This design comes from an exercise in tuning for small area, a short achievable clock period and few clock cycles on the open sky130 flow, not from production work. Where RTL was checked, it was by simulation tests only, not by an equivalence proof against the original. Only the layout flow was run in runs 4 to 6; the RTL was not checked for function there. Power is estimated from default activity; no workload was simulated.

--- standard.sh ---
#!/bin/bash
# synth_recipe.tcl (not shown) runs the flow's synth.tcl, then flattens the netlist and writes it again
# the make line also repeats each setting of config.mk as NAME=value (left out here)
make -C /OpenROAD-flow-scripts/flow DESIGN_CONFIG=/design/flow/config.mk WORK_HOME=/design/flow/orfs CLKGATE_MAP_FILE= SYNTH_SCRIPT=/design/flow/synth_recipe.tcl "${@:-finish}"
--- design.v ---
module mctp_tx (
    input  wire        clk,
    input  wire        rst,           
    input  wire        start_valid,
    output wire        start_ready,
    input  wire [12:0] cfg_len,       
    input  wire [7:0]  cfg_mtu,       
    input  wire [31:0] cfg_addr,      
    input  wire        cfg_to,        
    input  wire        cfg_pec_xor,   
    input  wire        cfg_mic,       
    input  wire        in_valid,
    output wire        in_ready,
    input  wire [7:0]  in_data,
    output reg         out_valid,
    input  wire        out_ready,
    output reg  [7:0]  out_data,
    output reg         out_sop,       
    output reg         out_eop        
);
    reg        idle, hd, py, pc;
    reg [7:0]  h;           
    reg [31:0] addr;
    reg        to_bit;
    reg        pec_xor;
    reg        mic;
    reg [7:0]  m1;          
    reg [13:0] q;           
    reg        cfl;         
    reg [7:0]  p;           
    reg [2:0]  micn;        
    reg        first_pkt;
    reg        last_pkt;
    reg [1:0]  seq;
    reg [7:0]  crc8;
    reg [31:0] crc32;
    reg        fb_pend;     
    reg        fin;         
    reg        in_rdy;      
    reg        skid_v;
    reg [7:0]  skid;
    wire        adv      = !out_valid || out_ready;
    wire        acc      = in_valid && in_rdy;
    wire        mic_go   = py && !fin && !skid_v;
    wire        prod     = acc || mic_go || (!skid_v && (hd || pc));
    wire [8:0]  lo       = {1'b0, q[7:0]} + {1'b0, ~m1};
    wire [5:0]  hi       = q[13:8] - {5'd0, !cfl};
    wire        last_now = q[13] || (q[12:8] == 5'd0 && !cfl);    
    wire        p_lt     = (p[7:3] == 5'd0) && (p[2:0] <  micn);
    wire        p_le     = (p[7:3] == 5'd0) && (p[2:0] <= micn);
    wire        p_zero   = (p == 8'd0);
    wire        empty    = (p == 8'hFF);
    wire [7:0]  ctrl     = {first_pkt, last_pkt, seq, to_bit, 3'd3};
    wire [7:0]  mic_byte = ~crc32[7:0];
    wire [7:0]  mtu_m1;
    wire [13:0] len_q;
    wire        len_b   = (cfg_len[1:0] == 2'd0);
    wire        len_inc = cfg_mic && !len_b;
    wire        len_dec = !cfg_mic && len_b;
    genvar gi;
    generate
        for (gi = 0; gi < 8; gi = gi + 1) begin : g_m1
            if (gi == 0)
                assign mtu_m1[gi] = !cfg_mtu[gi];
            else
                assign mtu_m1[gi] = cfg_mtu[gi] ^ (cfg_mtu[gi-1:0] == {gi{1'b0}});
        end
        assign len_q[1:0] = cfg_len[1:0] - 2'd1;
        for (gi = 2; gi < 13; gi = gi + 1) begin : g_lq
            if (gi == 2)
                assign len_q[gi] = cfg_len[gi] ^ len_inc ^ len_dec;
            else
                assign len_q[gi] = cfg_len[gi]
                    ^ (len_inc && cfg_len[gi-1:2] == {(gi-2){1'b1}})
                    ^ (len_dec && cfg_len[gi-1:2] == {(gi-2){1'b0}});
        end
        assign len_q[13] = len_dec && cfg_len[12:2] == 11'd0;
    endgenerate
    reg  [7:0]  pb;
    always @(*) begin
        if (py)
            pb = fin ? in_data : mic_byte;
        else if (pc)
            pb = crc8 ^ ((pec_xor && first_pkt && last_pkt) ? m1 : 8'd0);
        else
            pb = ({8{h[0]}} & addr[7:0])   | ({8{h[1]}} & 8'h0F)
               | ({8{h[2]}} & (p + 8'd6))  | ({8{h[3]}} & addr[15:8])
               | ({8{h[4]}} & 8'h01)       | ({8{h[5]}} & addr[23:16])
               | ({8{h[6]}} & addr[31:24]) | ({8{h[7]}} & ctrl);
    end
    wire [7:0]  c32x = (py && fin) ? (crc32[7:0] ^ in_data) : 8'd0;
    wire [31:0] c32n;
    wire        c32_ini = first_pkt && (h[0] || h[1] || h[2] || h[3]);
    reg  [7:0]  c8b;
    always @(*) begin
        if (py)
            c8b = fin ? in_data : mic_byte;
        else
            c8b = ({8{h[5]}} & addr[23:16]) | ({8{h[6]}} & addr[31:24])
                | ({8{h[7]}} & ctrl);
    end
    wire [7:0]  c8x = crc8 ^ c8b;
    wire [7:0]  c8n;
    wire c32_t8, c32_t9, c32_t10, c32_t11, c32_t12, c32_t13, c32_t14, c32_t15, c32_t16, c32_t17, c32_t18, c32_t19, c32_t20, c32_t21, c32_t22, c32_t23, c32_t24, c32_t25, c32_t26, c32_t27, c32_t28, c32_t29, c32_t30, c32_t31, c32_t32, c32_t33, c32_t34, c32_t35, c32_t36, c32_t37, c32_t38, c32_t39, c32_t40, c32_t41, c32_t42, c32_t43, c32_t44, c32_t45, c32_t46, c32_t47, c32_t48, c32_t49, c32_t50;
    mctp_x2 c32_x0 (.a(c32x[1]), .b(c32x[6]), .y(c32_t8));
    mctp_x2 c32_x1 (.a(c32x[2]), .b(c32x[4]), .y(c32_t9));
    mctp_x2 c32_x2 (.a(c32x[3]), .b(c32x[5]), .y(c32_t10));
    mctp_x2 c32_x3 (.a(c32x[0]), .b(c32x[7]), .y(c32_t11));
    mctp_x2 c32_x4 (.a(c32x[7]), .b(c32_t10), .y(c32_t12));
    mctp_x2 c32_x5 (.a(c32x[0]), .b(c32_t9), .y(c32_t13));
    mctp_x2 c32_x6 (.a(c32x[2]), .b(c32_t8), .y(c32_t14));
    mctp_x2 c32_x7 (.a(c32_t8), .b(c32_t10), .y(c32_t15));
    mctp_x2 c32_x8 (.a(c32x[1]), .b(c32x[3]), .y(c32_t16));
    mctp_x2 c32_x9 (.a(c32x[6]), .b(c32_t9), .y(c32_t17));
    mctp_x2 c32_x10 (.a(c32x[2]), .b(c32_t11), .y(c32_t18));
    mctp_x2 c32_x11 (.a(c32x[4]), .b(c32x[7]), .y(c32_t19));
    mctp_x2 c32_x12 (.a(c32x[5]), .b(c32_t11), .y(c32_t20));
    mctp_x2 c32_x13 (.a(c32x[7]), .b(c32_t14), .y(c32_t21));
    mctp_x2 c32_x14 (.a(c32_t8), .b(c32_t9), .y(c32_t22));
    mctp_x2 c32_x15 (.a(crc32[8]), .b(c32_t16), .y(c32_t23));
    mctp_x2 c32_x16 (.a(c32_t13), .b(c32_t23), .y(c32n[0]));
    mctp_x2 c32_x17 (.a(crc32[9]), .b(c32x[1]), .y(c32_t24));
    mctp_x2 c32_x18 (.a(c32_t10), .b(c32_t24), .y(c32_t25));
    mctp_x2 c32_x19 (.a(c32_t13), .b(c32_t25), .y(c32n[1]));
    mctp_x2 c32_x20 (.a(crc32[10]), .b(c32_t9), .y(c32_t26));
    mctp_x2 c32_x21 (.a(c32_t15), .b(c32_t26), .y(c32n[2]));
    mctp_x2 c32_x22 (.a(crc32[11]), .b(c32_t12), .y(c32_t27));
    mctp_x2 c32_x23 (.a(c32_t17), .b(c32_t27), .y(c32n[3]));
    mctp_x2 c32_x24 (.a(crc32[12]), .b(c32x[5]), .y(c32_t28));
    mctp_x2 c32_x25 (.a(c32_t28), .b(c32_t21), .y(c32n[4]));
    mctp_x2 c32_x26 (.a(crc32[13]), .b(c32_t19), .y(c32_t29));
    mctp_x2 c32_x27 (.a(c32_t8), .b(c32_t29), .y(c32n[5]));
    mctp_x2 c32_x28 (.a(crc32[14]), .b(c32x[1]), .y(c32_t30));
    mctp_x2 c32_x29 (.a(c32x[4]), .b(c32_t30), .y(c32_t31));
    mctp_x2 c32_x30 (.a(c32_t12), .b(c32_t31), .y(c32n[6]));
    mctp_x2 c32_x31 (.a(crc32[15]), .b(c32_t15), .y(c32n[7]));
    mctp_x2 c32_x32 (.a(crc32[16]), .b(c32_t11), .y(c32_t32));
    mctp_x2 c32_x33 (.a(c32_t17), .b(c32_t32), .y(c32n[8]));
    mctp_x2 c32_x34 (.a(crc32[17]), .b(c32_t9), .y(c32_t33));
    mctp_x2 c32_x35 (.a(c32_t20), .b(c32_t33), .y(c32n[9]));
    mctp_x2 c32_x36 (.a(crc32[18]), .b(c32x[5]), .y(c32_t34));
    mctp_x2 c32_x37 (.a(c32_t34), .b(c32_t17), .y(c32n[10]));
    mctp_x2 c32_x38 (.a(crc32[19]), .b(c32x[6]), .y(c32_t35));
    mctp_x2 c32_x39 (.a(c32_t35), .b(c32_t12), .y(c32n[11]));
    mctp_x2 c32_x40 (.a(crc32[20]), .b(c32x[3]), .y(c32_t36));
    mctp_x2 c32_x41 (.a(c32_t36), .b(c32_t21), .y(c32n[12]));
    mctp_x2 c32_x42 (.a(crc32[21]), .b(c32x[1]), .y(c32_t37));
    mctp_x2 c32_x43 (.a(c32x[7]), .b(c32_t37), .y(c32n[13]));
    mctp_x2 c32_x44 (.a(crc32[22]), .b(c32x[4]), .y(c32_t38));
    mctp_x2 c32_x45 (.a(c32_t16), .b(c32_t38), .y(c32n[14]));
    mctp_x2 c32_x46 (.a(crc32[23]), .b(c32x[5]), .y(c32_t39));
    mctp_x2 c32_x47 (.a(c32_t39), .b(c32_t13), .y(c32n[15]));
    mctp_x2 c32_x48 (.a(crc32[24]), .b(c32x[0]), .y(c32_t40));
    mctp_x2 c32_x49 (.a(c32_t40), .b(c32_t15), .y(c32n[16]));
    mctp_x2 c32_x50 (.a(crc32[25]), .b(c32_t11), .y(c32_t41));
    mctp_x2 c32_x51 (.a(c32_t22), .b(c32_t41), .y(c32n[17]));
    mctp_x2 c32_x52 (.a(crc32[26]), .b(c32x[5]), .y(c32_t42));
    mctp_x2 c32_x53 (.a(c32_t19), .b(c32_t42), .y(c32n[18]));
    mctp_x2 c32_x54 (.a(crc32[27]), .b(c32_t13), .y(c32_t43));
    mctp_x2 c32_x55 (.a(c32_t15), .b(c32_t43), .y(c32n[19]));
    mctp_x2 c32_x56 (.a(crc32[28]), .b(c32_t12), .y(c32_t44));
    mctp_x2 c32_x57 (.a(c32_t22), .b(c32_t44), .y(c32n[20]));
    mctp_x2 c32_x58 (.a(crc32[29]), .b(c32_t8), .y(c32_t45));
    mctp_x2 c32_x59 (.a(c32_t20), .b(c32_t45), .y(c32n[21]));
    mctp_x2 c32_x60 (.a(crc32[30]), .b(c32x[3]), .y(c32_t46));
    mctp_x2 c32_x61 (.a(c32x[4]), .b(c32x[6]), .y(c32_t47));
    mctp_x2 c32_x62 (.a(c32_t11), .b(c32_t46), .y(c32_t48));
    mctp_x2 c32_x63 (.a(c32_t47), .b(c32_t48), .y(c32n[22]));
    mctp_x2 c32_x64 (.a(crc32[31]), .b(c32x[2]), .y(c32_t49));
    mctp_x2 c32_x65 (.a(c32_t49), .b(c32_t12), .y(c32n[23]));
    mctp_x2 c32_x66 (.a(c32x[3]), .b(c32_t18), .y(c32n[25]));
    mctp_x2 c32_x67 (.a(c32x[0]), .b(c32x[4]), .y(c32n[28]));
    mctp_x2 c32_x68 (.a(c32x[0]), .b(c32x[1]), .y(c32_t50));
    mctp_x2 c32_x69 (.a(c32x[5]), .b(c32_t50), .y(c32n[29]));
    mctp_x2 c32_x70 (.a(c32x[0]), .b(c32_t14), .y(c32n[30]));
    mctp_x2 c32_x71 (.a(c32_t16), .b(c32_t18), .y(c32n[31]));
    assign c32n[24] = c32_t14;
    assign c32n[26] = c32x[2];
    assign c32n[27] = c32x[3];
    wire c8_t8, c8_t9, c8_t10, c8_t11, c8_t12;
    mctp_x2 c8_x0 (.a(c8x[0]), .b(c8x[6]), .y(c8_t8));
    mctp_x2 c8_x1 (.a(c8x[1]), .b(c8x[2]), .y(c8_t9));
    mctp_x2 c8_x2 (.a(c8x[3]), .b(c8x[4]), .y(c8_t10));
    mctp_x2 c8_x3 (.a(c8x[5]), .b(c8x[6]), .y(c8_t11));
    mctp_x2 c8_x4 (.a(c8x[7]), .b(c8_t8), .y(c8n[0]));
    mctp_x2 c8_x5 (.a(c8x[1]), .b(c8_t8), .y(c8n[1]));
    mctp_x2 c8_x6 (.a(c8_t8), .b(c8_t9), .y(c8n[2]));
    mctp_x2 c8_x7 (.a(c8x[3]), .b(c8x[7]), .y(c8_t12));
    mctp_x2 c8_x8 (.a(c8_t12), .b(c8_t9), .y(c8n[3]));
    mctp_x2 c8_x9 (.a(c8x[2]), .b(c8_t10), .y(c8n[4]));
    mctp_x2 c8_x10 (.a(c8x[5]), .b(c8_t10), .y(c8n[5]));
    mctp_x2 c8_x11 (.a(c8x[4]), .b(c8_t11), .y(c8n[6]));
    mctp_x2 c8_x12 (.a(c8x[7]), .b(c8_t11), .y(c8n[7]));
    assign start_ready = idle;
    assign in_ready    = in_rdy;
    always @(posedge clk) begin
        if (rst) begin
            out_valid <= 1'b0;
            skid_v    <= 1'b0;
        end else if (adv) begin
            if (skid_v) begin
                out_valid <= 1'b1;
                out_data  <= skid;
                out_sop   <= h[1];
                out_eop   <= idle || h[0];
                skid_v    <= 1'b0;
            end else begin
                out_valid <= prod;
                out_data  <= pb;
                out_sop   <= h[0];
                out_eop   <= pc;
            end
        end else if (prod) begin
            skid   <= pb;
            skid_v <= 1'b1;
        end
    end
    always @(posedge clk) begin
        if (rst) begin
            idle   <= 1'b1;
            hd     <= 1'b0;
            h      <= 8'd0;
            py     <= 1'b0;
            pc     <= 1'b0;
            in_rdy <= 1'b0;
        end else begin
            if (idle) begin
                if (start_valid) begin
                    idle      <= 1'b0;
                    hd        <= 1'b1;
                    h         <= 8'd1;
                    addr      <= cfg_addr;
                    to_bit    <= cfg_to;
                    pec_xor   <= cfg_pec_xor;
                    mic       <= cfg_mic;
                    m1        <= mtu_m1;
                    q         <= len_q;
                    first_pkt <= 1'b1;
                    seq       <= 2'd0;
                end
            end
            if (hd && prod) begin
                h <= {h[6:0], 1'b0};
                if (c32_ini)
                    crc32 <= {8'hFF, c32n[23:0]};
                if (h[0]) begin
                    p       <= q[7:0];
                    q[7:0]  <= lo[7:0];
                    cfl     <= lo[8];
                end
                if (h[1]) begin
                    last_pkt <= last_now;
                    if (last_now) begin
                        q <= 14'h3FFF;
                    end else begin
                        q[13:8] <= hi;
                        p       <= m1;
                    end
                    fb_pend <= last_now && first_pkt;
                    if (last_now && first_pkt)
                        m1 <= 8'd0;
                end
                if (h[2])
                    micn <= (mic && (q[13] || (q[12:2] == 11'd0 && q[1:0] != 2'd3)))
                            ? 3'd3 - q[2:0] : 3'd0;
                if (h[4])
                    crc8 <= 8'h07;    
                if (h[5] || h[6] || h[7])
                    crc8 <= c8n;
                if (h[7]) begin
                    hd   <= 1'b0;
                    py   <= !empty;
                    pc   <= empty;
                    fin  <= !p_lt;
                end
            end
            if (py && prod) begin
                crc8  <= c8n;
                crc32 <= c32n;
                if (fin && fb_pend) begin
                    m1      <= in_data;
                    fb_pend <= 1'b0;
                end
                p   <= p - 8'd1;
                fin <= fin && !p_le;
                if (p_zero) begin
                    py <= 1'b0;
                    pc <= 1'b1;
                end
            end
            if (pc && prod) begin
                first_pkt <= 1'b0;
                seq       <= seq + 2'd1;
                pc        <= 1'b0;
                if (last_pkt)
                    idle <= 1'b1;
                else begin
                    hd <= 1'b1;
                    h  <= 8'd1;
                end
            end
            in_rdy <= !(skid_v ? !adv : (prod && !adv)) &&
                      (py ? (acc ? (!p_le && !p_zero) : fin)
                          : (h[7] && prod && !empty && !p_lt));
        end
    end
endmodule
module mctp_x2 (
    input  wire a,
    input  wire b,
    output wire y
);
    assign y = a ^ b;
endmodule
--- constraint.sdc ---
create_clock -name core_clock -period 5.0 [get_ports {clk}]
set_input_delay 1.0000 -clock core_clock [delete_from_list [all_inputs] [get_ports {clk}]]
set_output_delay 1.0000 -clock core_clock [all_outputs]
set_load 0.01 [all_outputs]
--- config.mk ---
export PLATFORM = sky130hd
export DESIGN_NAME = mctp_tx
export DESIGN_NICKNAME = mctp_tx
export VERILOG_FILES = /design/flow/design.v
export SDC_FILE = /design/flow/constraint.sdc
export NUM_CORES = 4
export LEC_CHECK = 0
export CAP_MARGIN = 20
export CORE_MARGIN = 2
export CORE_UTILIZATION = 40
export CTS_BUF_LIST = sky130_fd_sc_hd__clkbuf_8
export CTS_CLUSTER_SIZE = 30
export SETUP_SLACK_MARGIN = 2.8
export SLEW_MARGIN = 20
export SYNTH_HIERARCHICAL = 1
export TNS_END_PERCENT = 10
--- flow/run.sh ---
#!/bin/bash
# The standard layout (standard.sh: the standard flow's synthesis and ORFS flow), with the
# port buffers made of sky130_fd_sc_hd__buf_1 cells instead of the default
# delay-buffer cells, and clock tree synthesis without dummy loads.
# make's full output goes to flow_make.log.
set -euo pipefail
export BUFFER_PORTS_ARGS="-buffer_cell sky130_fd_sc_hd__buf_1"
export CTS_ARGS="-sink_clustering_enable -repair_clock_nets -dont_use_dummy_load -buf_list sky130_fd_sc_hd__clkbuf_8 -sink_clustering_size 30"
bash standard.sh > flow_make.log 2>&1
==> results of run 1 <==
cells by family after synthesis:
kind of cell,share of synthesized area
compound gates,0.127
xor+xnor,0.135
fa+ha+maj,0.0352
buf+inv,0.0379
flops,0.491
mux,0.0416
simple gates,0.132
power by group through the flow:
stage	Clock, mW	Sequential (mW)	Combinational [mW]
6_report	0.697	1.45	0.326
3_3_place_gp	0	1.47	0.287
4_1_cts	0.705	1.44	0.304
5_1_grt	0.757	1.45	0.364
2_1_floorplan	0	1.45	0.208
3_5_place_dp	0	1.47	0.291
metal layers:
metal / wire [µm] / part of all wire / vias to the layer above
met1: 10700 / 0.46 / 3206
met5: 0 / 0 / -
met3: 982 / 0.042 / 23
li1: - / - / 3143
met2: 11200 / 0.48 / 148
met4: 379 / 0.016 / 0
synthesized netlist by cell type, types with 3 or more instances:
master      n  area [µm²]
clkbuf_1   30         113
o21ai_0    30         150
inv_1      37         139
mux2_2     11         124
a221o_1     3        30.0
or3_1       3        18.8
and4_1      3        26.3
o311a_1     3        30.0
nand4_1    14        87.6
xor2_1     98         858
buf_2       7        35.0
mux2i_1    24         240
a31oi_1     6        37.5
dfxtp_1    15         300
nor3b_1     5        37.5
nand3_1    14        70.1
o31ai_1    13        97.6
nor2b_1     5        31.3
and3_1     10        62.6
o211ai_1    8        60.1
o32ai_1     4        35.0
nor4_1      5        31.3
a221oi_1    5        43.8
a222oi_1    5        50.1
a211oi_1   12        90.1
a21oi_1    45         225
edfxtp_1  133        3990
and2_1      9        56.3
ha_1       23         288
xnor2_1    37         324
or2_2       3        18.8
nand2_1    67         251
nand2b_1   20         125
nor2_1     59         221
buf_1       4        15.0
o21a_1      3        22.5
nor3_1      6        30.0
modules after synthesis, one instance, submodules excluded:
module,flops+latches,area [µm²],cells inside,times used
mctp_x2,0,8.76,1,85
mctp_tx,148,8000,732,1
path summary, 6_finish.rpt:
| kind | startpoint | to | slack (ns) |
|---|---|---|---|
| min | h[4]$_SDFF_PP0_ | h[5]$_SDFF_PP0_ | 0.52 |
| max | in_data[5] | crc8[7]$_DFFE_PP_ | 2.62 |
| max reg2reg | fin$_DFFE_PP_ | crc8[7]$_DFFE_PP_ | 2.68 |
| min reg2reg | h[4]$_SDFF_PP0_ | h[5]$_SDFF_PP0_ | 0.52 |
layout make-up:
cell class / count / area [µm²] / share of cell area
Multi-Input combinational cell: 588 / 4570 / 0.444
Sequential cell: 148 / 4300 / 0.418
Timing Repair Buffer: 126 / 692 / 0.0672
Tap cell: 280 / 350 / 0.0340
Clock buffer: 17 / 234 / 0.0227
Inverter: 39 / 150 / 0.0146
per-stage QoR:
step	setup slack, ns	power (mW)	util	area (µm²)	hold WS [ns]
CTS	2.57	2.45	0.462	10000	0.520
global placement	1.92	1.76	0.436	9430	0.511
detailed placement	1.87	1.76	0.436	9430	0.507
global route	2.60	2.57	0.477	10300	0.556
finish	2.62	2.47	0.477	10300	0.518
floorplan	2.46	1.66	-	8940	0.458
registers in the layout, summed over array words and instances (netlist names), 8 cells and up:
signal,flops
addr,32
crc32,32
q,14
crc8,8
h,8
m1,8
out_data,8
p,8
skid,8
what timing repair did:
| action | in CTS | in global routing |
|---|---|---|
| buffers inserted | 22 | 19 |
| endpoints found under the setup margin | 182 | 139 |
| pin swaps | 12 | 17 |
| resized for setup | 23 | 32 |
| cloned | 1 | 0 |
worst max-delay path, cell delays in order:
cell	delay [ns]
buf_1	0.17
inv_1	0.06
mux2i_1	0.29
o21a_1	0.17
xor2_1	0.34
xor2_2	0.15
xor2_1	0.20
and2_1	0.18
==> flow_summary.yaml, run 1 <==
outcome:
  outcome: "finished clean"
timing:
  tightest_slew_ns: 1.02
  skew_ns: 0.0345
  rsz0062_at_grt: "yes"
  post-route-min-period_ns: 2.38
  slew_headroom: 0.316
  hold_viol: 0
  maxSlewViolCount: 0
  setup_viol: 0
  period_share: 0.476
  fmax_mhz: 420
  fin_setup_tns_ns: 0
placement:
  place_inst: 1139
  gp_congestion: 0.892
  post-dp-hpwl_um: 16200
  io_buffers: 81
clock_tree:
  cts_buffer_depth: 2
  path_clk_slew_ns: 0.09
  cts_made_buffers: 17
  insertion_delay_ns: 0.46
  cts_tree: "built"
  clkSinkCount: 148
  ctsHoldBuffers: 0
  htreeDepth: 4
  root_buffer: "clkbuf_8"
grt:
  grt_pass1_vias: 6380
  grtUsageMet1: 0.280
  grt_use_total: 0.201
  grt_pass1_wl_um: 36200
  grt_antenna_before_repair: 0
  busiest_layer: "met2"
  use_met3: 0.0445
  use_met2: 0.317
  grt_max_degree: 36
  overflow: 0
drt:
  vias_per_cell: 5.44
  detail_route.wl_per_cell_um: 19.4
  ant_nets: 0
  route.vias.total: 6520
  drc_errors: 0
  wl_um: 23200
  drtIter0Drc: 474
  dr.pass1.iters: 5
pwr:
  clock_power_share: 0.282
  p_per_area_nw_per_um2: 240
  p_comb_frac: 0.132
  peakVddDrop_uv: 161
  switching_share: 0.255
  leakage_nw: 3.87
  switching_power_uw: 629
  pwr-share-seq: 0.586
  p_int_mw: 1.84
critical_path:
  path_max_fanout: 3
  reg2reg_depth: 7
  cp.arrival_ns: 2.57
  crit_type: "input port to register"
  cp-end-kind: "register"
  required_ns: 5.19
  start_kind: "input port"
cells_and_area:
  final_nets: 1013
  mostFrequentLayoutCells: "edfxtp_1 (133), xor2_1 (85), buf_1 (79)"
  layout-drive-gt1-share: 0.157
  final_common_cell: "edfxtp_1"
  nFillCells: 2035
  stdcell_count: 1198
  diodes: 0
  area_growth_pct: 17.8
floorplanning:
  initial_core_util: 0.404
  io_pins: 82
  rows: 54
  die-area_um2: 23100
  core_area_um2: 21600
  die_x_um: 152
  die_h_um: 152
yosys:
  ys_ff_latch: 148
  synth_area_um2: 8740
  synth_edf_count: 133
  syn_inst: 817
  async_flop_share: 0
  synth_seq_area_share: 0.491
  synth_ff_type: "edfxtp_1"
  synth_nets: 910
  ys_warn_count: 7
  synth_cell_types: 65
  synth.avg_cell_area_um2: 10.7
hold_path:
  hp-class: "register to register"
  min_delay_path_depth: 2
job:
  max_cap_viol_count: 0
Testbench counts, summed over its fixed seeds: cycles 49,716.
==> inputs of run 2 (changes only) <==
--- a/config.mk
+++ b/config.mk
@@ -9,3 +9,3 @@
 export CORE_MARGIN = 2
-export CORE_UTILIZATION = 40
+export CORE_UTILIZATION = 65
 export CTS_BUF_LIST = sky130_fd_sc_hd__clkbuf_8
==> flow_summary.yaml, run 2 <==
yosys:
  synth_largest_area_cell: "edfxtp_1"
  synth.avg_cell_area_um2: 10.7
  synth-xor-area-share: 0.135
  synthMuxAreaShare: 0.0416
  synth_ff_type: "edfxtp_1"
  synth_simple_gate_area_frac: 0.132
  synth_area_um2: 8740
  async_flop_share: 0
  syn_inst: 817
  synth_cell_types: 65
  yosysMostFrequentCell: "edfxtp_1"
  synth_area_leaders: "edfxtp_1 (46%), xor2_1 (9.8%), xnor2_1 (3.7%)"
  synth-compound-area-share: 0.127
  synthAdderAreaFrac: 0.0352
  synth_seq_area_share: 0.491
  synthTopCellsByCount: "edfxtp_1 (133), xor2_1 (98), nand2_1 (67)"
  ys_ff_latch: 148
  yosysTopAreaCellShare: 0.457
  synth_nets: 910
  synth_edf_count: 133
  synth_top_family_by_area: "XOR/XNOR gates"
  ys_warn_count: 7
timing:
  fin_setup_tns_ns: 0
  tightest_slew_ns: 1.03
  setup_viol: 0
  period_share: 0.488
  slew_headroom: 0.309
  fin_ws_ns: 2.56
  skew_ns: 0.0270
  rsz0062_at_grt: "yes"
  hold_viol: 0
  fmax_mhz: 410
  post-route-min-period_ns: 2.44
  maxSlewViolCount: 0
clock_tree:
  insertion_delay_ns: 0.47
  root_buffer: "clkbuf_8"
  cts_made_buffers: 17
  cts_buffer_depth: 2
  cts_tree: "built"
  htreeDepth: 4
  path_clk_slew_ns: 0.08
  clkSinkCount: 148
drt:
  vias_per_cell: 6.32
  drtIter0Drc: 709
  wl_um: 22700
  dr.pass1.iters: 5
  detail_route.wl_per_cell_um: 20.7
  ant_nets: 0
  route.vias.total: 6915
  drc_errors: 0
grt:
  overflow: 0
  grt_pass1_wl_um: 34600
  grt_antenna_before_repair: 0
  grt_use_total: 0.317
  grt_max_degree: 36
  grt_pass1_vias: 6546
cells_and_area:
  stdcell_count: 1095
  diodes: 0
  nFillCells: 919
  final_common_cell: "edfxtp_1"
  multi_input_area_um2: 4530
  area_growth_pct: 15.6
  mostFrequentLayoutCells: "edfxtp_1 (133), xor2_1 (87), buf_1 (80)"
  seqCellArea_um2: 4300
  top_regs: "addr x32, crc32 x32, q x14"
  layout-drive-gt1-share: 0.152
  final_nets: 1014
critical_path:
  path_cells: "buf_1, inv_1, mux2i_1, o21a_1, xor2_1, xor2_1, xor2_1, and2_1"
  path_max_fanout: 3
  slowest_delay_ns: 0.32
  r2r_end: "out_data[0]$_DFFE_PP_"
  cp-end-kind: "register"
  cp.arrival_ns: 2.64
  crit_top_cell: "xor2_1"
  reg2reg_setup_slack_ns: 2.67
  timing.rr.start: "pc$_SDFF_PP0_"
  start_kind: "input port"
  crit_type: "input port to register"
  required_ns: 5.20
  reg2reg_depth: 3
  critPathSlowestCell: "xor2_1"
placement:
  io_buffers: 81
  dp_slack_ns: 1.78
  gp_congestion: 0.944
  post-dp-hpwl_um: 15000
  place_inst: 1032
floorplanning:
  rows: 42
  die_h_um: 120
  die-area_um2: 14400
  initial_core_util: 0.663
  core_area_um2: 13200
  io_pins: 82
  die_x_um: 120
hold_path:
  hp-class: "register to register"
  min_delay_path_depth: 2
  min-delay-start: "h[4]$_SDFF_PP0_"
  min_to: "h[5]$_SDFF_PP0_"
job:
  max_cap_viol_count: 0
outcome:
  outcome: "finished clean"
pwr:
  peakVddDrop_uv: 199
  p_per_area_nw_per_um2: 242
  leakage_nw: 3.88
==> run 2: cell counts after synthesis <==
Identical to the previous run, type by type.
==> run 2: report_power, final <==
| group | switching [mW] | leakage (nW) | internal (mW) |
|---|---|---|---|
| Clock | 0.384 | 0.122 | 0.299 |
| Sequential | 0.0493 | 1.35 | 1.40 |
| Combinational | 0.183 | 2.41 | 0.129 |
| Total | 0.616 | 3.88 | 1.83 |
==> run 2: metrics by stage <==
step | power (mW) | hold WS, ns | cell area [µm²] | utilization
2_1_floorplan | 1.66 | 0.458 | 8940 | -
3_3_place_gp | 1.74 | 0.483 | 9270 | 0.703
3_5_place_dp | 1.76 | 0.486 | 9270 | 0.703
4_1_cts | 2.44 | 0.512 | 9750 | 0.739
5_1_grt | 2.54 | 0.538 | 10100 | 0.766
6_report | 2.44 | 0.503 | 10100 | 0.766
==> run 2: area by class of cell <==
type / instances / area share
flip-flops and latches: 148 / 0.426
multi-input cells: 590 / 0.448
repair buffers: 124 / 0.0656
clock buffers: 17 / 0.0231
repair inverters: 1 / 0.000743
well taps: 176 / 0.0218
inverters: 39 / 0.0149
==> run 2: layer usage <==
layer / GRT usage / vias up / routed length (µm)
li1: - / 3163 / -
met1: 0.419 / 3337 / 8900
met2: 0.519 / 362 / 11100
met3: 0.0632 / 53 / 1940
met4: 0.123 / 0 / 706
met5: 0 / - / 0
==> run 2: how the worst max path moves through the flow <==
stage / start / to / cells past startpoint
6_report: in_data[3] / crc8[4]$_DFFE_PP_ / 8
5_1_grt: in_data[2] / crc32[3]$_DFFE_PP_ / 6
4_1_cts: fin$_DFFE_PP_ / crc8[6]$_DFFE_PP_ / 7
3_5_place_dp: rst / out_data[0]$_DFFE_PP_ / 3
3_3_place_gp: rst / out_data[0]$_DFFE_PP_ / 3
2_1_floorplan: in_valid / crc32[0]$_DFFE_PP_ / 6
==> run 2: cell families after synthesis <==
| logic type | count (synthesis) |
|---|---|
| buffers and inverters | 82 |
| XOR/XNOR | 135 |
| adder cells (fa/ha/maj) | 24 |
| flip-flops | 148 |
| AO/OA/AOI/OAI | 162 |
| AND/OR/NAND/NOR | 231 |
| multiplexers | 35 |
==> run 2: worst max-delay path: cells and delay by family <==
kind | cells | cell delay [ns]
AND/OR/NAND/NOR | 1 | 0.16
buffers and inverters | 2 | 0.27
XOR/XNOR | 3 | 0.74
multiplexers | 1 | 0.29
AO/OA/AOI/OAI | 1 | 0.18
==> run 2: repair_timing <==
action,in CTS,in global routing
cloned,2,2
hold buffers,0,0
buffers inserted,17,25
pin swaps,6,16
setup endpoints to repair,210,172
resized for setup,16,30
==> run 2: per-module statistics from Yosys (local to each module, per instance) <==
module	times used	area, µm²	flops+latches
mctp_tx	1	8000	148
mctp_x2	85	8.76	0
==> inputs of run 3 (changes only) <==
--- a/design.v
+++ b/design.v
@@ -227,14 +227,14 @@
             if (idle) begin
+                addr      <= cfg_addr;
+                to_bit    <= cfg_to;
+                pec_xor   <= cfg_pec_xor;
+                mic       <= cfg_mic;
+                m1        <= mtu_m1;
+                q         <= len_q;
+                first_pkt <= 1'b1;
+                seq       <= 2'd0;
+                h         <= 8'd1;
                 if (start_valid) begin
-                    idle      <= 1'b0;
-                    hd        <= 1'b1;
-                    h         <= 8'd1;
-                    addr      <= cfg_addr;
-                    to_bit    <= cfg_to;
-                    pec_xor   <= cfg_pec_xor;
-                    mic       <= cfg_mic;
-                    m1        <= mtu_m1;
-                    q         <= len_q;
-                    first_pkt <= 1'b1;
-                    seq       <= 2'd0;
+                    idle <= 1'b0;
+                    hd   <= 1'b1;
                 end
--- a/config.mk
+++ b/config.mk
@@ -9,3 +9,3 @@
 export CORE_MARGIN = 2
-export CORE_UTILIZATION = 65
+export CORE_UTILIZATION = 40
 export CTS_BUF_LIST = sky130_fd_sc_hd__clkbuf_8
==> flow_summary.yaml, run 3 <==
grt:
  grt_max_degree: 38
  grt_use_total: 0.216
  overflow: 0
  grt_antenna_before_repair: 0
  grt_pass1_vias: 6513
  grt_pass1_wl_um: 36900
pwr:
  switching_share: 0.262
  switching_power_uw: 660
  peakVddDrop_uv: 178
  p_per_area_nw_per_um2: 238
  leakage_nw: 4.07
  pwr-share-seq: 0.579
  clock_power_share: 0.281
  p_int_mw: 1.86
  p_comb_frac: 0.140
timing:
  period_share: 0.454
  worst_hold_slack_ns: 0.499
  fmax_mhz: 441
  fin_setup_tns_ns: 0
  tightest_slew_ns: 0.870
  skew_ns: 0.0323
  setup_viol: 0
  slew_headroom: 0.420
  maxSlewViolCount: 0
  hold_viol: 0
  post-route-min-period_ns: 2.27
  rsz0062_at_grt: "yes"
cells_and_area:
  top_regs: "addr x32, crc32 x32, q x14"
  diodes: 0
  utilization: 0.499
  final_common_cell: "edfxtp_1"
  fin_area_um2: 10600
  layout-drive-gt1-share: 0.195
  area_growth_pct: 21.4
  stdcell_count: 1210
  mostFrequentLayoutCells: "edfxtp_1 (133), xor2_1 (86), buf_1 (73)"
  final_nets: 1030
clock_tree:
  path_clk_slew_ns: 0.08
  insertion_delay_ns: 0.47
  clkSinkCount: 148
  ctsHoldBuffers: 0
  htreeDepth: 4
  cts_made_buffers: 17
  cts_buffer_depth: 2
  root_buffer: "clkbuf_8"
  cts_tree: "built"
job:
  max_cap_viol_count: 0
critical_path:
  crit_family: "buffers and inverters"
  critPathSlowestCell: "dfxtp_1"
  startpoint: "idle$_SDFF_PP1_"
  cp.arrival_ns: 1.27
  critPathCapture: "start_ready"
  slowest_delay_ns: 0.37
  cp-end-kind: "primary output"
  path_depth: 2
  reg2reg_depth: 7
  reg2reg_setup_slack_ns: 2.80
  r2r_end: "out_data[3]$_DFFE_PP_"
  cp_num_buf_inv: 2
  timing.rr.start: "p[1]$_DFFE_PP_"
  start_kind: "register"
  crit_type: "register to primary output"
  path_max_fanout: 37
  required_ns: 4.00
  path_cells: "buf_8, buf_1"
drt:
  wl_um: 24500
  drtIter0Drc: 635
  drc_errors: 0
  detail_route.wl_per_cell_um: 20.2
  vias_per_cell: 5.58
  dr.pass1.iters: 5
  ant_nets: 0
  route.vias.total: 6750
yosys:
  synth_largest_area_cell: "edfxtp_1"
  synth_seq_area_share: 0.494
  synth_edf_count: 133
  synth_nets: 899
  synth_area_leaders: "edfxtp_1 (46%), xor2_1 (10%), dfxtp_1 (3.5%)"
  syn_inst: 806
  synth.avg_cell_area_um2: 10.8
  ys_warn_count: 7
  async_flop_share: 0
  synth_ff_type: "edfxtp_1"
  yosysTopAreaCellShare: 0.459
  synthTopCellsByCount: "edfxtp_1 (133), xor2_1 (103), nand2_1 (64)"
  synth_cell_types: 70
  ys_ff_latch: 148
  yosysMostFrequentCell: "edfxtp_1"
  synth_area_um2: 8690
floorplanning:
  core_area_um2: 21200
  initial_core_util: 0.411
  die_x_um: 151
  io_pins: 82
  rows: 53
  die_h_um: 151
  die-area_um2: 22900
placement:
  post-dp-hpwl_um: 17000
  gp_congestion: 0.909
  io_buffers: 81
  post_dp_cell_area_um2: 9370
  place_inst: 1129
hold_path:
  hp-class: "register to register"
  min_delay_path_depth: 2
outcome:
  outcome: "finished clean"
==> run 3: cell types whose count changed in the layout (fill, tap and decap cells not counted), moves of 5 or more <==
cell	change
a22o_1	+6
nor3_1	+6
nor2b_1	+5
a21o_1	+5
nand2b_1	-5
xor2_2	+6
clkbuf_2	+6
buf_4	+24
a31oi_1	-5
o31ai_1	-9
buf_1	-7
inv_1	-8
nand2_1	-6
o21ai_0	-10
==> run 3: metrics by stage <==
stage	setup slack, ns	total power, mW
4_1_cts	2.63	2.50
5_1_grt	2.66	2.62
6_report	2.73	2.52
3_3_place_gp	1.88	1.80
2_1_floorplan	2.48	1.69
3_5_place_dp	1.87	1.80
==> run 3: layout make-up <==
type,instances,area (µm²)
timing repair buffer,150,890
inverter,33,138
multi-input combinational,587,4640
clock buffer,17,234
fill,1902,10600
tap,275,344
sequential,148,4300
==> run 3: power by group through the flow <==
stage                     clock, mW  sequential, mW  combinational [mW]
after global placement            0            1.49               0.316
after global routing          0.769            1.46               0.391
after floorplan                   0            1.46               0.224
final                         0.706            1.46               0.353
after detailed placement          0            1.49               0.317
after CTS                     0.718            1.46               0.329
==> run 3: kinds of logic after synthesis <==
group,count (synthesis),synth area share
and+or+nand+nor,233,0.136
DFF,148,0.494
buffers and inverters,73,0.0337
AOI/OAI and AO/OA,165,0.132
xor gates and xnor gates,136,0.137
muxes,27,0.0322
adders and majority gates,24,0.0354
==> run 3: tightest hold or removal path, stage by stage, from the launching register on <==
cell	delay [ns]
dfxtp_1	0.34
nand2_1	0.06
a21oi_1	0.06
==> run 3: modules after synthesis, one instance, submodules excluded <==
module / cells / cell area, µm² / flip-flops and latches / copies in the design
mctp_tx: 721 / 7950 / 148 / 1
mctp_x2: 1 / 8.76 / 0 / 85
==> run 3: worst min-delay path by stage <==
| stage | startpoint | end | slack (ns) |
|---|---|---|---|
| 2_1_floorplan | h[4]$_SDFF_PP0_ | h[5]$_SDFF_PP0_ | 0.45 |
| 3_3_place_gp | h[4]$_SDFF_PP0_ | h[5]$_SDFF_PP0_ | 0.48 |
| 3_5_place_dp | h[4]$_SDFF_PP0_ | h[5]$_SDFF_PP0_ | 0.47 |
| 4_1_cts | h[4]$_SDFF_PP0_ | h[5]$_SDFF_PP0_ | 0.48 |
| 5_1_grt | h[4]$_SDFF_PP0_ | h[4]$_SDFF_PP0_ | 0.51 |
| 6_report | h[4]$_SDFF_PP0_ | h[5]$_SDFF_PP0_ | 0.50 |
==> run 3: layer usage <==
metal	share of wire	vias up	global-route usage
met5	0	-	0
met1	0.43	3294	0.290
met2	0.47	260	0.349
met3	0.062	37	0.0383
li1	-	3159	-
met4	0.030	0	0.0846
==> run 3: repair_timing <==
item / CTS / global route
buffers inserted: 16 / 46
gates resized for setup: 29 / 68
cloned: 1 / 1
pin swaps: 9 / 31
setup endpoints to repair: 123 / 142
Testbench counts of run 3, summed over its fixed seeds: cycles 49,716.
==> inputs of run 4 (changes only) <==
--- a/design.v
+++ b/design.v
@@ -21,2 +21,3 @@
     reg        idle, hd, py, pc;
+    reg        busy;        
     reg [7:0]  h;           
@@ -193,3 +194,3 @@
     mctp_x2 c8_x12 (.a(c8x[7]), .b(c8_t11), .y(c8n[7]));
-    assign start_ready = idle;
+    assign start_ready = !busy;
     assign in_ready    = in_rdy;
@@ -220,2 +221,3 @@
             idle   <= 1'b1;
+            busy   <= 1'b0;
             hd     <= 1'b0;
@@ -238,2 +240,3 @@
                     idle <= 1'b0;
+                    busy <= 1'b1;
                     hd   <= 1'b1;
@@ -241,2 +244,4 @@
             end
+            if (fb_pend && in_rdy)
+                m1 <= in_data;
             if (hd && prod) begin
@@ -279,6 +284,4 @@
                 crc32 <= c32n;
-                if (fin && fb_pend) begin
-                    m1      <= in_data;
+                if (fb_pend)
                     fb_pend <= 1'b0;
-                end
                 p   <= p - 8'd1;
@@ -294,5 +297,6 @@
                 pc        <= 1'b0;
-                if (last_pkt)
+                if (last_pkt) begin
                     idle <= 1'b1;
-                else begin
+                    busy <= 1'b0;
+                end else begin
                     hd <= 1'b1;
==> flow_summary.yaml, run 4 <==
outcome:
  outcome: "finished clean"
cells_and_area:
  diodes: 0
  area_growth_pct: 21.0
  layout-drive-gt1-share: 0.199
  final_common_cell: "edfxtp_1"
  mostFrequentLayoutCells: "edfxtp_1 (133), xor2_1 (99), buf_1 (72)"
  nFillCells: 2046
  final_nets: 1041
  top_regs: "addr x32, crc32 x32, q x14"
timing:
  rsz0062_at_grt: "yes"
  fin_setup_tns_ns: 0
  fin_ws_ns: 2.65
  period_share: 0.470
  hold_viol: 0
  skew_ns: 0.0373
  slew_headroom: 0.465
  post-route-min-period_ns: 2.35
  maxSlewViolCount: 0
  fmax_mhz: 426
  tightest_slew_ns: 0.798
  setup_viol: 0
yosys:
  synth_area_leaders: "edfxtp_1 (45%), xor2_1 (11%), dfxtp_1 (3.6%)"
  yosysMostFrequentCell: "edfxtp_1"
  yosysTopAreaCellShare: 0.453
  ys_ff_latch: 149
  synthMuxAreaShare: 0.0365
  synthTopCellsByCount: "edfxtp_1 (133), xor2_1 (109), nand2_1 (66)"
  synth-xor-area-share: 0.134
  synth_simple_gate_area_frac: 0.131
  async_flop_share: 0
  synth_largest_area_cell: "edfxtp_1"
  synth_top_family_by_area: "compound AO/OA/AOI/OAI gates"
  syn_inst: 821
  synth_area_um2: 8810
  synth_seq_area_share: 0.489
  synthAdderAreaFrac: 0.0349
  synth_cell_types: 72
  synth_edf_count: 133
  synth_nets: 914
  synth_ff_type: "edfxtp_1"
  synth.avg_cell_area_um2: 10.7
  ys_warn_count: 7
  synth-compound-area-share: 0.135
grt:
  grt_use_total: 0.195
  grt_max_degree: 38
  grt_antenna_before_repair: 0
  grt_pass1_vias: 6242
  grt_pass1_wl_um: 35400
  overflow: 0
critical_path:
  cp.arrival_ns: 2.57
  critPathSlowestCell: "edfxtp_1"
  path_max_fanout: 6
  path_cells: "inv_1, ha_1, xnor2_1, a221oi_1, a221oi_1, a21o_1, mux2_2"
  cp-end-kind: "register"
  slowest_delay_ns: 0.51
  crit_type: "register to register"
  crit_top_cell: "a221oi_1"
  cp_num_buf_inv: 1
  start_kind: "register"
  crit_family: "compound AO/OA/AOI/OAI gates"
  reg2reg_setup_slack_ns: 2.65
  required_ns: 5.22
pwr:
  peakVddDrop_uv: 131
  total_power_mw: 2.53
  leakage_nw: 4.13
  p_per_area_nw_per_um2: 237
floorplanning:
  core_area_um2: 21800
  io_pins: 82
  die-area_um2: 23200
  rows: 54
  die_h_um: 152
  initial_core_util: 0.405
  die_x_um: 152
clock_tree:
  root_buffer: "clkbuf_8"
  cts_tree: "built"
  clkSinkCount: 149
  ctsHoldBuffers: 0
  cts_made_buffers: 17
  htreeDepth: 4
  insertion_delay_ns: 0.46
  path_clk_slew_ns: 0.09
  cts_buffer_depth: 2
drt:
  drtIter0Drc: 617
  drc_errors: 0
  route.vias.total: 6680
  wl_um: 23500
  ant_nets: 0
  detail_route.wl_per_cell_um: 19.2
  dr.pass1.iters: 5
  vias_per_cell: 5.45
placement:
  post-dp-hpwl_um: 15900
  io_buffers: 81
  gp_congestion: 0.851
  dp_slack_ns: 1.72
hold_path:
  hp-class: "register to register"
job:
  max_cap_viol_count: 0
==> run 4: cell type report <==
| class | count | area (µm²) | share of cell area |
|---|---|---|---|
| Sequential cell | 149 | 4320 | 0.405 |
| Timing Repair Buffer | 148 | 882 | 0.0827 |
| Multi-Input combinational cell | 590 | 4700 | 0.440 |
| Tap cell | 280 | 350 | 0.0328 |
| Clock buffer | 17 | 234 | 0.0219 |
| Inverter | 42 | 183 | 0.0171 |
==> run 4: worst paths after layout <==
| check | from | end | cells after the start |
|---|---|---|---|
| worst max register to register | p[2]$_DFFE_PP_ | out_data[3]$_DFFE_PP_ | 7 |
| worst max-delay path | p[2]$_DFFE_PP_ | out_data[3]$_DFFE_PP_ | 7 |
| worst min register to register | h[4]$_SDFF_PP0_ | h[5]$_SDFF_PP0_ | 2 |
| worst min-delay path | h[4]$_SDFF_PP0_ | h[5]$_SDFF_PP0_ | 2 |
==> run 4: per-stage QoR <==
stage / utilization / hold slack, ns / instances / area [µm²]
finish: 0.490 / 0.471 / 1226 / 10700
global route: 0.490 / 0.500 / 1226 / 10700
CTS: 0.459 / 0.482 / 1175 / 9980
detailed placement: 0.436 / 0.471 / 1144 / 9490
global placement: 0.436 / 0.462 / 1144 / 9490
floorplan: - / 0.445 / 821 / 9010
==> run 4: power by group <==
group	internal (mW)	total (mW)	switching, mW
clock network	0.300	0.694	0.395
registers	1.42	1.47	0.0487
logic	0.157	0.367	0.210
total	1.88	2.53	0.654
==> run 4: kinds of logic (layout without fill, tap and decap cells) <==
kind of cell | Yosys count | after routing
buffers and inverters | 84 | 207
XOR/XNOR | 135 | 135
adder cells (fa/ha/maj) | 24 | 24
flip-flops | 149 | 149
AO/OA/AOI/OAI | 169 | 170
multiplexers | 31 | 31
AND/OR/NAND/NOR | 229 | 230
==> run 4: repair_timing <==
action	CTS	global route
setup endpoints to repair	195	152
setup buffers	13	50
cloned	1	1
gates resized for setup	25	66
pin swaps	6	32
==> run 4: Yosys stat by module (local to each module, per instance) <==
module / copies in the design / flops+latches / area [µm²] / cells inside
mctp_tx: 1 / 149 / 8070 / 736
mctp_x2: 85 / 0 / 8.76 / 1
==> run 4: worst min-delay path, stage by stage, from the launching register on <==
cell and delay, ns:
dfxtp_1 0.33, nand2_1 0.06, a21oi_1 0.05
==> run 4: metal layers <==
metal | wire length, µm | track usage | up-vias
li1 | - | - | 3216
met1 | 10300 | 0.262 | 3246
met2 | 11300 | 0.313 | 193
met3 | 1640 | 0.0594 | 25
met4 | 270 | 0.0437 | 0
met5 | 0 | 0 | -
==> inputs of run 5 (changes only) <==
--- a/config.mk
+++ b/config.mk
@@ -12,3 +12,3 @@
 export CTS_CLUSTER_SIZE = 30
-export SETUP_SLACK_MARGIN = 2.8
+export SETUP_SLACK_MARGIN = 3.0
 export SLEW_MARGIN = 20
==> flow_summary.yaml, run 5 <==
critical_path:
  path_cells: "buf_8, inv_6, ha_4, or4b_4, buf_4, nor4_2, a21oi_1, mux2i_1, o211a_1"
  critPathSlowestCell: "or4b_4"
  crit_type: "input port to register"
  crit_family: "simple AND/OR/NAND/NOR gates"
  cp-end-kind: "register"
  path_max_fanout: 7
  cp.arrival_ns: 2.50
  slowest_delay_ns: 0.55
  cp_num_buf_inv: 3
  start_kind: "input port"
  required_ns: 5.19
clock_tree:
  ctsHoldBuffers: 0
  path_clk_slew_ns: 0.07
  insertion_delay_ns: 0.46
  clkSinkCount: 149
  cts_tree: "built"
  htreeDepth: 4
  cts_buffer_depth: 2
  root_buffer: "clkbuf_8"
  cts_made_buffers: 17
yosys:
  synth-xor-area-share: 0.134
  async_flop_share: 0
  syn_inst: 821
  synth_ff_type: "edfxtp_1"
  ys_warn_count: 7
  synth_cell_types: 72
  synth_top_family_by_area: "compound AO/OA/AOI/OAI gates"
  ys_ff_latch: 149
  synthAdderAreaFrac: 0.0349
  synth_simple_gate_area_frac: 0.131
  synth_area_leaders: "edfxtp_1 (45%), xor2_1 (11%), dfxtp_1 (3.6%)"
  synth-compound-area-share: 0.135
  synth_edf_count: 133
  synth.avg_cell_area_um2: 10.7
  yosysTopAreaCellShare: 0.453
  yosysMostFrequentCell: "edfxtp_1"
  synth_area_um2: 8810
  synth_nets: 914
  synth_largest_area_cell: "edfxtp_1"
  synthMuxAreaShare: 0.0365
  synth_seq_area_share: 0.489
  synthTopCellsByCount: "edfxtp_1 (133), xor2_1 (109), nand2_1 (66)"
floorplanning:
  core_area_um2: 21800
  die_h_um: 152
  io_pins: 82
  die_x_um: 152
  die-area_um2: 23200
  rows: 54
  initial_core_util: 0.405
timing:
  fmax_mhz: 433
  tightest_slew_ns: 0.772
  fin_setup_tns_ns: 0
  hold_viol: 0
  post-route-min-period_ns: 2.31
  skew_ns: 0.0367
  maxSlewViolCount: 0
  setup_viol: 0
  rsz0062_at_grt: "yes"
  fin_ws_ns: 2.69
  slew_headroom: 0.482
  period_share: 0.462
pwr:
  p_int_mw: 1.89
  p_comb_frac: 0.153
  pwr-share-seq: 0.575
  peakVddDrop_uv: 130
  leakage_nw: 4.18
  switching_share: 0.259
  total_power_mw: 2.55
  switching_power_uw: 659
  clock_power_share: 0.272
  p_per_area_nw_per_um2: 233
cells_and_area:
  stdcell_count: 1229
  utilization: 0.502
  layout-drive-gt1-share: 0.223
  final_nets: 1044
  top_regs: "addr x32, crc32 x32, q x14"
  area_growth_pct: 23.9
  mostFrequentLayoutCells: "edfxtp_1 (133), xor2_1 (93), buf_1 (69)"
  final_common_cell: "edfxtp_1"
  diodes: 0
drt:
  drc_errors: 0
  vias_per_cell: 5.48
  wl_um: 24100
  ant_nets: 0
  drtIter0Drc: 724
  detail_route.wl_per_cell_um: 19.6
  dr.pass1.iters: 5
  route.vias.total: 6735
job:
  max_cap_viol_count: 0
grt:
  grt_max_degree: 38
  grt_pass1_wl_um: 36700
  overflow: 0
  grt_use_total: 0.204
  grt_antenna_before_repair: 0
  grt_pass1_vias: 6512
placement:
  gp_congestion: 0.851
  io_buffers: 81
  place_inst: 1144
  dp_slack_ns: 1.72
  post-dp-hpwl_um: 15900
hold_path:
  hp-class: "register to register"
outcome:
  outcome: "finished clean"
[run 5: power groups by stage]
stage	combinational, mW	clock [mW]	sequential (mW)
6_report	0.390	0.693	1.46
5_1_grt	0.429	0.753	1.47
3_5_place_dp	0.317	0	1.50
4_1_cts	0.371	0.706	1.46
2_1_floorplan	0.230	0	1.47
3_3_place_gp	0.315	0	1.50
[run 5: kinds of logic (layout without fill, tap and decap cells)]
logic type               after synthesis  after routing
AND/OR/NAND/NOR                      229            232
AO/OA/AOI/OAI                        169            170
flip-flops                           149            149
XOR/XNOR                             135            135
buffers and inverters                 84            208
multiplexers                          31             31
adder cells (fa/ha/maj)               24             24
[run 5: final timing paths]
path | from | to | slack, ns | cells after the start
max | cfg_len[0] | q[11]$_DFFE_PN_ | 2.69 | 9
min | h[4]$_SDFF_PP0_ | h[5]$_SDFF_PP0_ | 0.48 | 2
max reg2reg | p[2]$_DFFE_PP_ | out_data[3]$_DFFE_PP_ | 2.77 | 7
min reg2reg | h[4]$_SDFF_PP0_ | h[5]$_SDFF_PP0_ | 0.48 | 2
[run 5: what timing repair did]
action                                  4_1_cts  5_1_grt
endpoints found under the setup margin      216      193
resized for setup                            72       62
pin swaps                                    34       30
gates cloned                                  2        2
buffers inserted                             44       20
[run 5: worst register-to-register path, cell delays in order, from the launching register on]
cell	delay (ns)
edfxtp_1	0.51
inv_1	0.21
ha_1	0.30
xnor2_1	0.11
a221oi_2	0.30
a221oi_1	0.14
a21o_1	0.20
mux2_2	0.26
[run 5: Yosys stat by module, one instance, submodules excluded]
module,cells inside,area (µm²),copies in the design
mctp_tx,736,8070,1
mctp_x2,1,8.76,85
[run 5: layout make-up]
type	instances	area [µm²]
clock buffer	17	234
fill	2001	10800
inverter	42	183
multi-input combinational	592	4880
sequential	149	4330
tap	280	350
timing repair buffer	149	952
[run 5: metrics by stage]
stage | hold slack, ns | instance area, µm²
floorplan | 0.445 | 9010
global placement | 0.462 | 9490
detailed placement | 0.471 | 9490
CTS | 0.482 | 10500
global route | 0.500 | 10900
finish | 0.479 | 10900
[run 5: metal layers]
layer  vias up  share of wire  global-route usage
li1       3220              -                   -
met1      3291           0.44               0.272
met2       202           0.48               0.335
met3        22          0.069              0.0560
met4         0          0.013              0.0450
met5         -              0                   0
==> inputs of run 6 (changes only) <==
--- a/design.v
+++ b/design.v
@@ -94,11 +94,6 @@
     wire        c32_ini = first_pkt && (h[0] || h[1] || h[2] || h[3]);
-    reg  [7:0]  c8b;
-    always @(*) begin
-        if (py)
-            c8b = fin ? in_data : mic_byte;
-        else
-            c8b = ({8{h[5]}} & addr[23:16]) | ({8{h[6]}} & addr[31:24])
-                | ({8{h[7]}} & ctrl);
-    end
-    wire [7:0]  c8x = crc8 ^ c8b;
+    wire [7:0]  c8b = ({8{h[5]}} & addr[23:16]) | ({8{h[6]}} & addr[31:24])
+                    | ({8{h[7]}} & ctrl)         | ({8{py}} & mic_byte);
+    wire [7:0]  c8r = h[5] ? 8'h07 : crc8;
+    wire [7:0]  c8x = (py && fin) ? (crc8 ^ in_data) : (c8r ^ c8b);
     wire [7:0]  c8n;
@@ -270,4 +265,2 @@
                             ? 3'd3 - q[2:0] : 3'd0;
-                if (h[4])
-                    crc8 <= 8'h07;    
                 if (h[5] || h[6] || h[7])
--- a/config.mk
+++ b/config.mk
@@ -12,3 +12,3 @@
 export CTS_CLUSTER_SIZE = 30
-export SETUP_SLACK_MARGIN = 3.0
+export SETUP_SLACK_MARGIN = 2.8
 export SLEW_MARGIN = 20
==> flow_summary.yaml, run 6 <==
outcome:
  outcome: "finished clean"
placement:
  post-dp-hpwl_um: 17400
  gp_congestion: 0.944
  io_buffers: 81
  dp_slack_ns: 1.80
  place_inst: 1167
clock_tree:
  cts_tree: "built"
  insertion_delay_ns: 0.47
  root_buffer: "clkbuf_8"
  path_clk_slew_ns: 0.08
  clkSinkCount: 149
  htreeDepth: 4
  ctsHoldBuffers: 0
  cts_buffer_depth: 2
  cts_made_buffers: 17
drt:
  detail_route.wl_per_cell_um: 20.3
  dr.pass1.iters: 5
  wl_met2_um: 11300
  wl_um: 25100
  drc_errors: 0
  top_layer: "met4"
  drtIter0Drc: 768
  wl_met3_um: 1720
  met1_length_um: 11400
  vias_per_cell: 5.62
  route.vias.total: 6938
  ant_nets: 0
cells_and_area:
  top_regs: "addr x32, crc32 x32, q x14"
  final_common_cell: "edfxtp_1"
  final_nets: 1050
  stdcell_count: 1235
  area_growth_pct: 18.8
  mostFrequentLayoutCells: "edfxtp_1 (133), xor2_1 (92), buf_1 (75)"
  layout-drive-gt1-share: 0.166
  diodes: 0
  utilization: 0.481
yosys:
  synth_cell_types: 64
  async_flop_share: 0
  synth_nets: 935
  synth_largest_area_cell: "edfxtp_1"
  synth_ff_type: "edfxtp_1"
  synth_area_leaders: "edfxtp_1 (45%), xor2_1 (10%), a21oi_1 (3.7%)"
  synth.avg_cell_area_um2: 10.4
  synthTopCellsByCount: "edfxtp_1 (133), xor2_1 (105), nor2_1 (71)"
  syn_inst: 842
  yosysMostFrequentCell: "edfxtp_1"
  synth_seq_area_share: 0.491
  ys_warn_count: 7
  yosysTopAreaCellShare: 0.455
  synth_edf_count: 133
  ys_ff_latch: 149
  synth_area_um2: 8790
job:
  max_cap_viol_count: 0
grt:
  grt_pass1_vias: 6557
  overflow: 0
  grt_antenna_before_repair: 0
  grt_pass1_wl_um: 38300
  grt_max_degree: 37
  grt_use_total: 0.215
timing:
  worst_hold_slack_ns: 0.464
  hold_viol: 0
  period_share: 0.489
  tightest_slew_ns: 1.03
  maxSlewViolCount: 0
  fin_ws_ns: 2.55
  post-route-min-period_ns: 2.45
  skew_ns: 0.0455
  fin_setup_tns_ns: 0
  slew_headroom: 0.311
  rsz0062_at_grt: "yes"
  fmax_mhz: 409
  setup_viol: 0
hold_path:
  hp-class: "register to register"
critical_path:
  required_ns: 5.18
  r2r_end: "cfl$_DFFE_PP_"
  reg2reg_depth: 9
  cp-end-kind: "register"
  path_max_fanout: 4
  reg2reg_setup_slack_ns: 2.62
  critPathCapture: "q[12]$_DFFE_PN_"
  cp.arrival_ns: 2.63
  crit_type: "input port to register"
  start_kind: "input port"
  startpoint: "cfg_len[1]"
  timing.rr.start: "m1[0]$_DFFE_PN_"
pwr:
  p_per_area_nw_per_um2: 244
  peakVddDrop_uv: 236
  leakage_nw: 3.98
floorplanning:
  die_x_um: 152
  core_area_um2: 21700
  initial_core_util: 0.405
  rows: 54
  io_pins: 82
  die_h_um: 152
  die-area_um2: 23200
-- run 6: how the worst min path moves through the flow --
stage | slack (ns) | to | startpoint | cells after the start
global route | 0.48 | h[5]$_SDFF_PP0_ | h[4]$_SDFF_PP0_ | 2
finish | 0.46 | h[5]$_SDFF_PP0_ | h[4]$_SDFF_PP0_ | 2
global placement | 0.46 | h[5]$_SDFF_PP0_ | h[4]$_SDFF_PP0_ | 2
detailed placement | 0.46 | h[5]$_SDFF_PP0_ | h[4]$_SDFF_PP0_ | 2
CTS | 0.47 | h[5]$_SDFF_PP0_ | h[4]$_SDFF_PP0_ | 2
floorplan | 0.45 | h[5]$_SDFF_PP0_ | h[4]$_SDFF_PP0_ | 2
-- run 6: cell type report --
cell class / count / area (µm²)
Tap cell: 280 / 350
Sequential cell: 149 / 4330
Multi-Input combinational cell: 615 / 4580
Inverter: 34 / 145
Timing Repair Buffer: 140 / 798
Clock buffer: 17 / 234
Fill cell: 2021 / 11300
-- run 6: metal layers --
layer	track usage	vias to the layer above
met1	0.313	3327
met3	0.0444	50
met4	0.0712	0
li1	-	3283
met5	0	-
met2	0.323	278
-- run 6: what timing repair did --
item	in CTS	in global routing
cloned	1	0
buffers inserted	22	28
endpoints found under the setup margin	128	167
endpoints found under the hold margin	0	0
pin swaps	16	34
resized for setup	39	46
-- run 6: stage by stage --
stage / instance area [µm²] / total power, mW
after floorplan: 8920 / 1.70
after global placement: 9450 / 1.83
after detailed placement: 9450 / 1.83
after CTS: 10000 / 2.53
after global routing: 10400 / 2.65
final: 10400 / 2.54
-- run 6: critical path: stages --
cell	delay (ns)
buf_8	0.11
inv_12	0.04
ha_4	0.12
or4b_4	0.50
or4_4	0.52
o2bb2ai_4	0.13
xnor2_1	0.13
a21oi_1	0.08
-- run 6: Yosys stat by module, one instance, submodules excluded --
module   copies in the design  cell area (µm²)  flip-flops and latches  cells
mctp_tx                     1             8040                     149    757
mctp_x2                    85             8.76                       0      1
-- run 6: cell families after synthesis --
kind of cell,synth area share
compound gates,0.141
mux,0.0410
buf+inv,0.0347
fa+ha+maj,0.0350
xor+xnor,0.129
flops,0.491
simple gates,0.129
-- run 6: report_power, final --
group	total (mW)	switching, mW	internal (mW)	leakage, nW
Combinational	0.369	0.214	0.155	2.49
Clock	0.700	0.401	0.299	0.122
Sequential	1.47	0.0528	1.42	1.36
Total	2.54	0.668	1.87	3.98
==> inputs of run 7 (changes only) <==
--- a/design.v
+++ b/design.v
@@ -192,6 +192,3 @@
     always @(posedge clk) begin
-        if (rst) begin
-            out_valid <= 1'b0;
-            skid_v    <= 1'b0;
-        end else if (adv) begin
+        if (adv) begin
             if (skid_v) begin
@@ -212,13 +209,9 @@
         end
+        if (rst) begin
+            out_valid <= 1'b0;
+            skid_v    <= 1'b0;
+        end
     end
     always @(posedge clk) begin
-        if (rst) begin
-            idle   <= 1'b1;
-            busy   <= 1'b0;
-            hd     <= 1'b0;
-            h      <= 8'd0;
-            py     <= 1'b0;
-            pc     <= 1'b0;
-            in_rdy <= 1'b0;
-        end else begin
+        begin
             if (idle) begin
@@ -302,2 +295,10 @@
         end
+        if (rst) begin
+            idle   <= 1'b1;
+            busy   <= 1'b0;
+            hd     <= 1'b0;
+            py     <= 1'b0;
+            pc     <= 1'b0;
+            in_rdy <= 1'b0;
+        end
     end
==> flow_summary.yaml, run 7 <==
drt:
  drc_errors: 0
  drtIter0Drc: 560
  ant_nets: 0
  wl_um: 23000
  route.vias.total: 6699
  detail_route.wl_per_cell_um: 18.9
  vias_per_cell: 5.50
  dr.pass1.iters: 5
grt:
  grt_use_total: 0.211
  use_met3: 0.0324
  busiest_layer: "met2"
  grt_antenna_before_repair: 0
  grt_pass1_vias: 6344
  grtUsageMet1: 0.313
  overflow: 0
  grt_pass1_wl_um: 35800
  grt_max_degree: 44
  use_met2: 0.317
critical_path:
  reg2reg_setup_slack_ns: 2.71
  cp.arrival_ns: 2.66
  path_max_fanout: 7
  crit_type: "input port to register"
  timing.rr.start: "h[6]$_DFF_P_"
  required_ns: 5.34
  start_kind: "input port"
  reg2reg_depth: 5
  cp-end-kind: "register"
  r2r_end: "out_data[1]$_DFFE_PP_"
yosys:
  synth_area_um2: 8580
  synth_largest_area_cell: "edfxtp_1"
  async_flop_share: 0
  yosysTopAreaCellShare: 0.381
  synth_nets: 942
  synth_seq_area_share: 0.475
  synth_edf_count: 109
  syn_inst: 849
  synth_cell_types: 71
  ys_ff_latch: 149
  yosysMostFrequentCell: "edfxtp_1"
  synth_area_leaders: "edfxtp_1 (38%), xor2_1 (10%), dfxtp_1 (9.3%)"
  synth.avg_cell_area_um2: 10.1
  ys_warn_count: 7
  synth_ff_type: "edfxtp_1"
  synthTopCellsByCount: "edfxtp_1 (109), xor2_1 (102), nand2_1 (73)"
floorplanning:
  core_area_um2: 21000
  die_h_um: 150
  die-area_um2: 22600
  die_x_um: 150
  io_pins: 82
  rows: 53
  initial_core_util: 0.408
cells_and_area:
  final_nets: 1036
  area_growth_pct: 16.1
  layout-drive-gt1-share: 0.140
  fin_area_um2: 9970
  top_regs: "addr x32, crc32 x32, q x14"
  mostFrequentLayoutCells: "edfxtp_1 (109), xor2_1 (90), buf_1 (73)"
  final_common_cell: "edfxtp_1"
timing:
  slew_headroom: 0.440
  post-route-min-period_ns: 2.32
  hold_viol: 0
  setup_viol: 0
  fmax_mhz: 431
  fin_setup_tns_ns: 0
  skew_ns: 0.0414
  maxSlewViolCount: 0
  rsz0062_at_grt: "yes"
  tightest_slew_ns: 0.831
  period_share: 0.464
pwr:
  p_per_area_nw_per_um2: 282
  peakVddDrop_uv: 183
  total_power_mw: 2.81
  leakage_nw: 3.78
clock_tree:
  ctsHoldBuffers: 0
  path_clk_slew_ns: 0.07
  cts_made_buffers: 17
  insertion_delay_ns: 0.46
  htreeDepth: 4
  clkSinkCount: 149
  cts_buffer_depth: 2
  root_buffer: "clkbuf_8"
  cts_tree: "built"
outcome:
  outcome: "finished clean"
hold_path:
  min-delay-start: "h[4]$_DFF_P_"
  hp-class: "register to register"
  min_to: "h[5]$_DFF_P_"
  min_delay_path_depth: 2
placement:
  io_buffers: 81
  post-dp-hpwl_um: 16800
  post_dp_cell_area_um2: 9290
  gp_congestion: 0.909
job:
  max_cap_viol_count: 0
[run 7: stage by stage]
step,instances,hold WS (ns),worst slack (ns),utilization
5_1_grt,1216,0.478,2.63,0.474
4_1_cts,1213,0.459,2.65,0.471
3_5_place_dp,1166,0.464,1.91,0.442
2_1_floorplan,849,0.442,2.43,-
3_3_place_gp,1166,0.454,1.95,0.442
6_report,1217,0.466,2.68,0.474
[run 7: per-layer routing]
metal,vias to the layer above,part of all wire
li1,3247,-
met1,3174,0.48
met2,251,0.44
met3,27,0.067
met4,0,0.016
met5,-,0
[run 7: layout make-up]
| type | instances | area, µm² |
|---|---|---|
| sequential | 149 | 4090 |
| fill | 1963 | 11100 |
| multi-input combinational | 619 | 4530 |
| tap | 275 | 344 |
| antenna | 1 | 2.50 |
| clock buffer | 17 | 234 |
| inverter | 38 | 164 |
| timing repair buffer | 118 | 603 |
[run 7: logic make-up after synthesis]
logic type | Yosys count | share of synthesized area
muxes | 34 | 0.0410
buffers and inverters | 82 | 0.0376
DFF | 149 | 0.475
adders and majority gates | 24 | 0.0359
AOI/OAI and AO/OA | 196 | 0.147
xor gates and xnor gates | 127 | 0.130
and+or+nand+nor | 237 | 0.134
[run 7: worst max path at each step]
stage / from / to / slack [ns] / cells past startpoint
finish: cfg_len[1] / q[6]$_DFF_P_ / 2.68 / 8
global route: idle$_SDFF_PP1_ / q[8]$_DFF_P_ / 2.63 / 5
CTS: pc$_SDFF_PP0_ / skid[5]$_DFFE_PP_ / 2.65 / 4
detailed placement: in_data[7] / crc32[31]$_SDFFCE_PN1P_ / 1.91 / 7
global placement: in_data[1] / crc32[4]$_DFFE_PP_ / 1.95 / 7
floorplan: cfg_len[1] / q[6]$_DFF_P_ / 2.43 / 8
[run 7: critical path, cell delays in order]
cell and delay [ns]:
clkbuf_2 0.14, inv_12 0.07, ha_4 0.13, or4b_4 0.52, o22ai_2 0.18, xor2_1 0.09, mux2_4 0.27, a211o_1 0.24
[run 7: what timing repair did]
action / in CTS / in global routing
pin swaps: 20 / 1
gates cloned: 1 / 0
setup endpoints to repair: 138 / 129
buffers inserted: 29 / 3
gates resized for setup: 38 / 12
[run 7: modules after synthesis (local to each module, per instance)]
module   cells inside  flip-flops and latches  area, µm²
mctp_x2             1                       0       8.76
mctp_tx           764                     149       7840
[run 7: power breakdown]
| group | internal, mW | switching [mW] |
|---|---|---|
| Sequential | 1.45 | 0.128 |
| Clock | 0.299 | 0.398 |
| Combinational | 0.228 | 0.306 |
| Total | 1.98 | 0.831 |
Testbench counts of run 7, summed over its fixed seeds: cycles 49,716.

port drivers added, routing unchanged:
In the flow no input, the clock included, has a driving cell. The finished layouts below were timed again as built, in two steps. Step 1 (the two cells are an assumption about what drives the block):
set clk [get_ports {clk}]
set_driving_cell -lib_cell sky130_fd_sc_hd__clkbuf_16 $clk
set_driving_cell -lib_cell sky130_fd_sc_hd__buf_2 [delete_from_list [all_inputs] $clk]
Step 2 moves the port delays by t, midway between the first and last clock arrival at a register: inputs arrive t later, outputs are due t later. That takes back most of the time a late clock gives input paths. Slacks: no drivers / after step 1 / after step 2; pairs: no drivers / after step 1.
run	shift t [ns]	setup WS [ns]	worst data-port slew with drivers (ns)	pins driven straight from the clock port
run 1	0.488	2.619 / 2.618 / 2.129	0.05	1
run 2	0.488	2.561 / 2.574 / 2.086	0.03	1
run 3	0.494	2.731 / 2.688 / 2.281	0.06	1
run 4	0.486	2.652 / 2.652 / 2.178	0.05	1
run 5	0.486	2.690 / 2.693 / 2.208	0.05	1
run 6	0.494	2.553 / 2.556 / 2.062	0.05	1
run 7	0.486	2.679 / 2.701 / 2.215	0.06	1
After both steps every run listed still meets setup and hold. For run 6, which loses most, drivers alone change the setup slack by +0.003 ns; drivers and shift together by -0.491 ns.
